What follows belongs to an exercise in optimizing a design on an open flow for small area, a short achievable clock period and few clock cycles; a production flow would make more cautious choices. Function was checked by simulation only, so behaviour that the tests miss may differ from the original. Power is estimated from default activity; no workload was simulated.

==> run Z: inputs <==
// dec9
module dec9 (
    input  wire       clk,
    input  wire       rst,
    input  wire       req_valid,
    output wire       req_ready,
    input  wire [7:0] req_p,
    input  wire [7:0] req_s,
    input  wire       in_valid,
    output wire       in_ready,
    input  wire [7:0] in_data,
    output wire       out_valid,
    input  wire       out_ready,
    output wire [7:0] out_char,
    output wire       out_last,
    output wire [3:0] out_fault,
    output wire [1:0] out_status,
    output wire       out_sign,
    output wire [6:0] out_intg,
    output wire [6:0] out_frac,
    output wire [3:0] out_len
);
    localparam [3:0] F_NONE        = 4'd0;
    localparam [3:0] F_BADNUMBER   = 4'd1;
    localparam [3:0] F_BADPARAM    = 4'd3;
    localparam [3:0] F_EMPTYDIGITS = 4'd7;
    localparam [3:0] F_GROUPRANGE  = 4'd8;
    localparam [1:0] ST_OK        = 2'd0;
    localparam [1:0] ST_TRUNCATED = 2'd1;
    localparam [1:0] ST_OVERFLOW  = 2'd2;
    localparam [31:0] GMAX = 32'd999999999;
    localparam [3:0] DEPTH = 4'd8;
    localparam [2:0] P_IDLE = 3'd0;
    localparam [2:0] P_S0   = 3'd1;     
    localparam [2:0] P_S1   = 3'd2;     
    localparam [2:0] P_S2   = 3'd3;     
    localparam [2:0] P_READ = 3'd4;
    localparam [2:0] K_IP   = 3'd0;   
    localparam [2:0] K_IF   = 3'd1;   
    localparam [2:0] K_FF   = 3'd2;   
    localparam [2:0] K_FP   = 3'd3;   
    localparam [2:0] K_NONE = 3'd4;   
    localparam [1:0] NX_REC = 2'd0;   
    localparam [1:0] NX_GRP = 2'd1;   
    localparam [1:0] NX_DOT = 2'd2;   
    function [2:0] dig2bytes(input [3:0] d);
        case (d)
            4'd0:    dig2bytes = 3'd0;
            4'd1:    dig2bytes = 3'd1;
            4'd2:    dig2bytes = 3'd1;
            4'd3:    dig2bytes = 3'd2;
            4'd4:    dig2bytes = 3'd2;
            4'd5:    dig2bytes = 3'd3;
            4'd6:    dig2bytes = 3'd3;
            default: dig2bytes = 3'd4;
        endcase
    endfunction
    function [31:0] pow10(input [3:0] k);
        case (k)
            4'd0:    pow10 = 32'd1;
            4'd1:    pow10 = 32'd10;
            4'd2:    pow10 = 32'd100;
            4'd3:    pow10 = 32'd1000;
            4'd4:    pow10 = 32'd10000;
            4'd5:    pow10 = 32'd100000;
  ...
Settings: LEC_CHECK=0, CAP_MARGIN=20, CORE_MARGIN=2, CORE_UTILIZATION=40, SLEW_MARGIN=20; clock period 12.0 ns.
run.sh (not shown) runs the stock make flow with config.mk's settings and CLKGATE_MAP_FILE= SYNTH_SCRIPT=/design/flow/synth_recipe.tcl, a recipe that flattens the netlist after the stock synthesis.
==> inputs of run G, as changes to run Z <==
--- a/flow/config.mk
+++ b/flow/config.mk
@@ -7,5 +7,5 @@
 export LEC_CHECK = 0
 export CAP_MARGIN = 20
 export CORE_MARGIN = 2
-export CORE_UTILIZATION = 40
+export CORE_UTILIZATION = 65
 export SLEW_MARGIN = 20
==> run notes <==
	run G	run Z
Run status	no timing/DRC/antenna violations	no timing/DRC/antenna violations
Origin of the worst min-delay path	q_frac[2]	q_frac[5]
Shortest period the worst path allows	6.258 ns	6.474 ns
Met2 usage	48.07%	31.52%
Maximum achievable frequency	0.1598 GHz	0.1545 GHz
Switch share	37.26%	37.24%
Static Leak	13.39 nW	13.43 nW
Source-to-sink clock delay at the later pin of the worst-skew pair	0.65 ns	0.67 ns
Worst slack on hold paths	0.4164 ns	0.4179 ns
Relative area change from synthesis to final layout	10.21%	12.15%
Part of the power in registers	32.9%	32.5%
Met1 usage	41.72%	25.08%
Worst Setup Slack post-DPL	5.850 ns	5.606 ns
Worst Max-Slew Pin Slew	1.178 ns	1.118 ns
Placed cell area	33930 µm²	34420 µm²
Count of inserted tapcells	672	1060
Clock buffers	69	68
Post-route cell area	35940 µm²	36570 µm²
GPL Wtd Cong	0.9220	0.9014
First-pass iteration count of the detailed router	5	6
Cell-internal power	4.995 mW	5.049 mW
Effective utilization at floorplan	65.39%	40.42%
Cts bufs inserted	59	61
Testbench counts of run Z, summed over its fixed seeds: cycles 90,664.
Testbench counts of run G, summed over its fixed seeds: cycles 90,664.

* * *

==> cedar <==
dec9, a different RTL version from the one above (not shown whole).
==> flow/config.mk <==
export PLATFORM = sky130hd
export DESIGN_NAME = dec9
export DESIGN_NICKNAME = dec9
export VERILOG_FILES = /design/flow/design.v
export SDC_FILE = /design/flow/constraint.sdc
export NUM_CORES = 4
export LEC_CHECK = 0
export CAP_MARGIN = 20
export CORE_MARGIN = 2
export CORE_UTILIZATION = 65
export SLEW_MARGIN = 20
==> flow/constraint.sdc <==
create_clock -name core_clock -period 12.0 [get_ports {clk}]
set_input_delay 2.4000 -clock core_clock [delete_from_list [all_inputs] [get_ports {clk}]]
set_output_delay 2.4000 -clock core_clock [all_outputs]
set_load 0.01 [all_outputs]
standard.sh (not shown) runs the stock make flow with config.mk's settings and CLKGATE_MAP_FILE= SYNTH_SCRIPT=/design/flow/synth_recipe.tcl, a recipe that flattens the netlist after the stock synthesis.
==> flow/flow/run.sh <==
#!/bin/bash
# The standard layout (the standard.sh: ORFS synthesis to finish), with
# the port buffers made of buf_2 cells in place of the default pick.
set -euo pipefail
export BUFFER_PORTS_ARGS="-buffer_cell sky130_fd_sc_hd__buf_2"
bash standard.sh > standard.log 2>&1
==> harbor (differences from cedar) <==
--- a/flow/design.v
+++ b/flow/design.v
@@ -141,30 +141,24 @@
             6'd59: bcd6 = 7'h59;
             6'd60: bcd6 = 7'h60;
             6'd61: bcd6 = 7'h61;
             6'd62: bcd6 = 7'h62;
             6'd63: bcd6 = 7'h63;
             default: bcd6 = 7'h00;
         endcase
     endfunction
-    function [3:0] adj3(input [3:0] d);
-        begin
-            adj3[3] = d[3] | (d[2] & d[0]) | (d[2] & d[1]);
-            adj3[2] = (d[2] & ~d[1] & ~d[0]) | (d[3] & d[0]);
-            adj3[1] = (d[1] & ~d[2]) | (d[1] & d[0]) | (d[3] & ~d[0]);
-            adj3[0] = (~d[3] & ~d[2] & d[0]) | (d[2] & d[1] & ~d[0]) | (d[3] & ~d[0]);
-        end
-    endfunction
     function [35:0] dab(input [35:0] b, input bit_in);
         integer i;
         reg [35:0] t;
         begin
+            t = b;
             for (i = 0; i < 9; i = i + 1)
-                t[4*i +: 4] = adj3(b[4*i +: 4]);
+                if (b[4*i +: 4] >= 4'd5)
+                    t[4*i +: 4] = b[4*i +: 4] + 4'd3;
             dab = {t[34:0], bit_in};
         end
     endfunction
     reg  [29:0] mem [0:7];
     reg  [2:0]  wp;           
     reg  [2:0]  wp_c;         
     reg  [2:0]  rp;           
     reg  [3:0]  used;         
@@ -192,17 +186,16 @@
     reg  [1:0]  d_kind;
     reg  [7:0]  d_tb;          
     reg         d_w3;          
     reg         d_abz;         
     reg  [31:0] fr;            
     reg         c_gt, c_eq;    
     reg         c_z;           
     reg         scaling;
-    reg  [3:0]  sc_k;
     reg         b_v;           
     reg  [7:0]  x;
     reg         bn_r;          
     reg  [1:0]  status_r;
     reg         sign_r;
     reg  [6:0]  intg_r;
     reg  [6:0]  frac_r;
     reg  [3:0]  len_r;
@@ -249,17 +242,17 @@
     wire       gt_out     = gt_in || (eq_in && (x > d_tb));
     wire       eq_out     = eq_in && (x == d_tb);
     wire       z_out      = z_in && (x == 8'd0);
     wire       fbad       = gt_out || eq_out;
     wire       elide      = (len_r == 4'd0) && z_out && ((d_kind == K_IP[1:0]) || (d_kind == K_IF[1:0]));
     wire [31:0] fval      = {fr[23:0], x};
     wire       f_end      = adv_b && d_fld && d_last && !bn_r;
     wire       b_push     = f_end && !fbad && !elide && (d_kind != K_FP[1:0]);
-    wire       sc_push    = scaling && (sc_k == 4'd0) && (used != DEPTH);
+    wire       sc_push    = scaling && (frac0x_r == 4'd0) && (used != DEPTH);
     wire       push       = b_push || sc_push;
     wire       wr_slot    = f_end || sc_push;
     wire [29:0] wr_data   = scaling ? fr[29:0] : fval[29:0];
     wire       take_byte  = in_valid && in_rdy;
     wire       parse_done = ps[P_READ] && (p_left == 8'd0) && !b_v && !scaling;
     wire [3:0] fin_fault  = bad_r                  ? F_BADPARAM :
                             bn_r                   ? F_BADNUMBER :
                             (len_r == 4'd0)        ? F_EMPTYDIGITS :
@@ -384,17 +377,17 @@
                 ps[P_S2] <= 1'b0;
                 ps[P_S3] <= 1'b1;
             end
             if (ps[P_S3]) begin
                 ps[P_S3]   <= 1'b0;
                 ps[P_READ] <= 1'b1;
             end
             if (scaling) begin
-                if (sc_k == 4'd0 && used != DEPTH)
+                if (frac0x_r == 4'd0 && used != DEPTH)
                     scaling <= 1'b0;
             end else if (adv_b && d_fld && d_last && !bn_r && !fbad && d_kind == K_FP[1:0]) begin
                 scaling <= 1'b1;
             end
             if (finish) begin
                 ps[P_READ] <= 1'b0;
                 ps[P_S0]   <= rq_v;
                 ps[P_IDLE] <= !rq_v;
@@ -500,36 +493,36 @@
                     n_ff      <= frac0[3:0];
                     n_fp      <= (frac0x_r != 4'd0);
                     status_r  <= ST_OK;
                 end
             end
         end
         if (ps[P_READ]) begin
             if (scaling) begin
-                if (sc_k != 4'd0) begin
-                    fr   <= {fr[28:0], 3'b000} + {fr[30:0], 1'b0};
-                    sc_k <= sc_k - 4'd1;
+                if (frac0x_r != 4'd0) begin
+                    fr       <= {fr[28:0], 3'b000} + {fr[30:0], 1'b0};
+                    frac0x_r <= frac0x_r - 4'd1;
                 end else if (used != DEPTH) begin
                     len_r <= len_r + 4'd1;
                     if (fr > GMAX)
                         range_err <= 1'b1;
                 end
             end else if (adv_b && d_fld) begin
                 c_gt <= gt_out;
                 c_eq <= eq_out;
                 c_z  <= z_out;
                 if (d_last) begin
                     fr <= 32'd0;
                     if (!bn_r) begin
                         if (fbad) begin
                             bn_r <= 1'b1;
                         end else if (d_kind == K_FP[1:0]) begin
                             fr   <= fval;
-                            sc_k <= 4'd9 - frac0x_r;
+                            frac0x_r <= 4'd9 - frac0x_r;    
                         end else if (elide) begin
                             intg_r <= intg_r - ((d_kind == K_IP[1:0]) ? {3'd0, intg0x_r} : 7'd9);
                         end else begin
                             len_r <= len_r + 4'd1;
                         end
                     end
                 end else begin
                     fr <= fval;
==> flow/flow/run.sh (replaced) <==
#!/bin/bash
# The standard layout (the standard.sh: ORFS synthesis to finish), with
# the port buffers made of buf_4 cells in place of the default pick, and
# ORFS's timing repair aiming past the clock period (slack margin).
set -euo pipefail
export BUFFER_PORTS_ARGS="-buffer_cell sky130_fd_sc_hd__buf_4"
export SETUP_SLACK_MARGIN=8.4
bash standard.sh > standard.log 2>&1
- CTS_CLUSTER_DIAMETER: default -> 100
- CTS_CLUSTER_SIZE: default -> 22
==> run notes <==
Run status: harbor no timing/DRC/antenna violations; cedar no timing/DRC/antenna violations
Starting DRT DRC Count: harbor 2,025; cedar 2,665
RSZ-0062 raised after global routing: harbor true; cedar false
Uppermost metal layer occupied by signal nets: harbor met4; cedar met5
Overall Global Routing Usage: harbor 31.0%; cedar 32.0%
Summed area of non-filler cells in the final layout: harbor 34,700 um^2; cedar 35,900 um^2
Top fanout value on the critical path: harbor 2; cedar 8
Placer congestion estimate: harbor 1.01; cedar 0.922
Pwr top: harbor combinational cells; cedar sequential cells
Clock share of power: harbor 18.2%; cedar 30.2%
Placed Cells: harbor 3,415; cedar 3,704
Fraction of cell area in non-clock buffers: harbor 3.37%; cedar 1.50%
Met2 WL: harbor 38,700 um; cedar 41,300 um
Minimum hold slack: harbor 0.424 ns; cedar 0.400 ns
Effective utilization at floorplan: harbor 65.5%; cedar 66.1%
Via count of the first global-routing pass: harbor 21,900; cedar 24,500
Startpoint of the most critical hold path: harbor q_intg[3]$_DFFE_PP_; cedar q_frac[1]$_DFFE_PP_
Worst Setup EP: harbor out_char[1]; cedar p_left[4]$_DFFE_PP_
Worst min-delay path endpoint: harbor f_intg[3]$_DFFE_PP_; cedar f_frac[1]$_DFFE_PP_
Dpl ws: harbor 8.03 ns; cedar 7.53 ns
Footprint of the multi-input gates: harbor 16,000 um^2; cedar 16,600 um^2
Number of cells produced by synthesis: harbor 2,825; cedar 3,130
Clock network power: harbor 1.07 mW; cedar 1.89 mW
Kind of critical path: harbor reg -> out; cedar reg -> reg
Non-clock inverter instance count of the final layout: harbor 178; cedar 159
Testbench counts of cedar, summed over its fixed seeds: cycles 91,325.
Testbench counts of harbor, summed over its fixed seeds: cycles 91,325.

[what the ideal ports hide]
In the flow no input, the clock included, has a driving cell. The finished layouts below were timed again as built, in two steps. Step 1 (the two cells are an assumption about what drives the block):
set clk [get_ports {clk}]
set_driving_cell -lib_cell sky130_fd_sc_hd__clkbuf_16 $clk
set_driving_cell -lib_cell sky130_fd_sc_hd__buf_2 [delete_from_list [all_inputs] $clk]
Step 2, shift: input delay + t, output delay - t, t = (earliest + latest rising clock arrival at the registers) / 2. This alone moves slack from input paths to output paths. Slacks: no drivers / after step 1 / after step 2; pairs: no drivers / after step 1.
run | shift t [ns] | slack for setup (ns) | worst data-port slew with drivers (ns) | pins driven straight from the clock port
run Z | 0.696 | 5.526 / 5.526 / 5.526 | 0.05 | 1
run G | 0.700 | 5.742 / 5.742 / 5.742 | 0.04 | 1
cedar | 0.681 | 8.027 / 8.027 / 7.602 | 0.06 | 1
harbor | 0.670 | 8.381 / 8.320 / 8.066 | 0.04 | 1
After both steps every run listed still meets setup and hold. For cedar, which loses most, drivers alone change the setup slack by 0.000 ns; drivers and shift together by -0.425 ns.
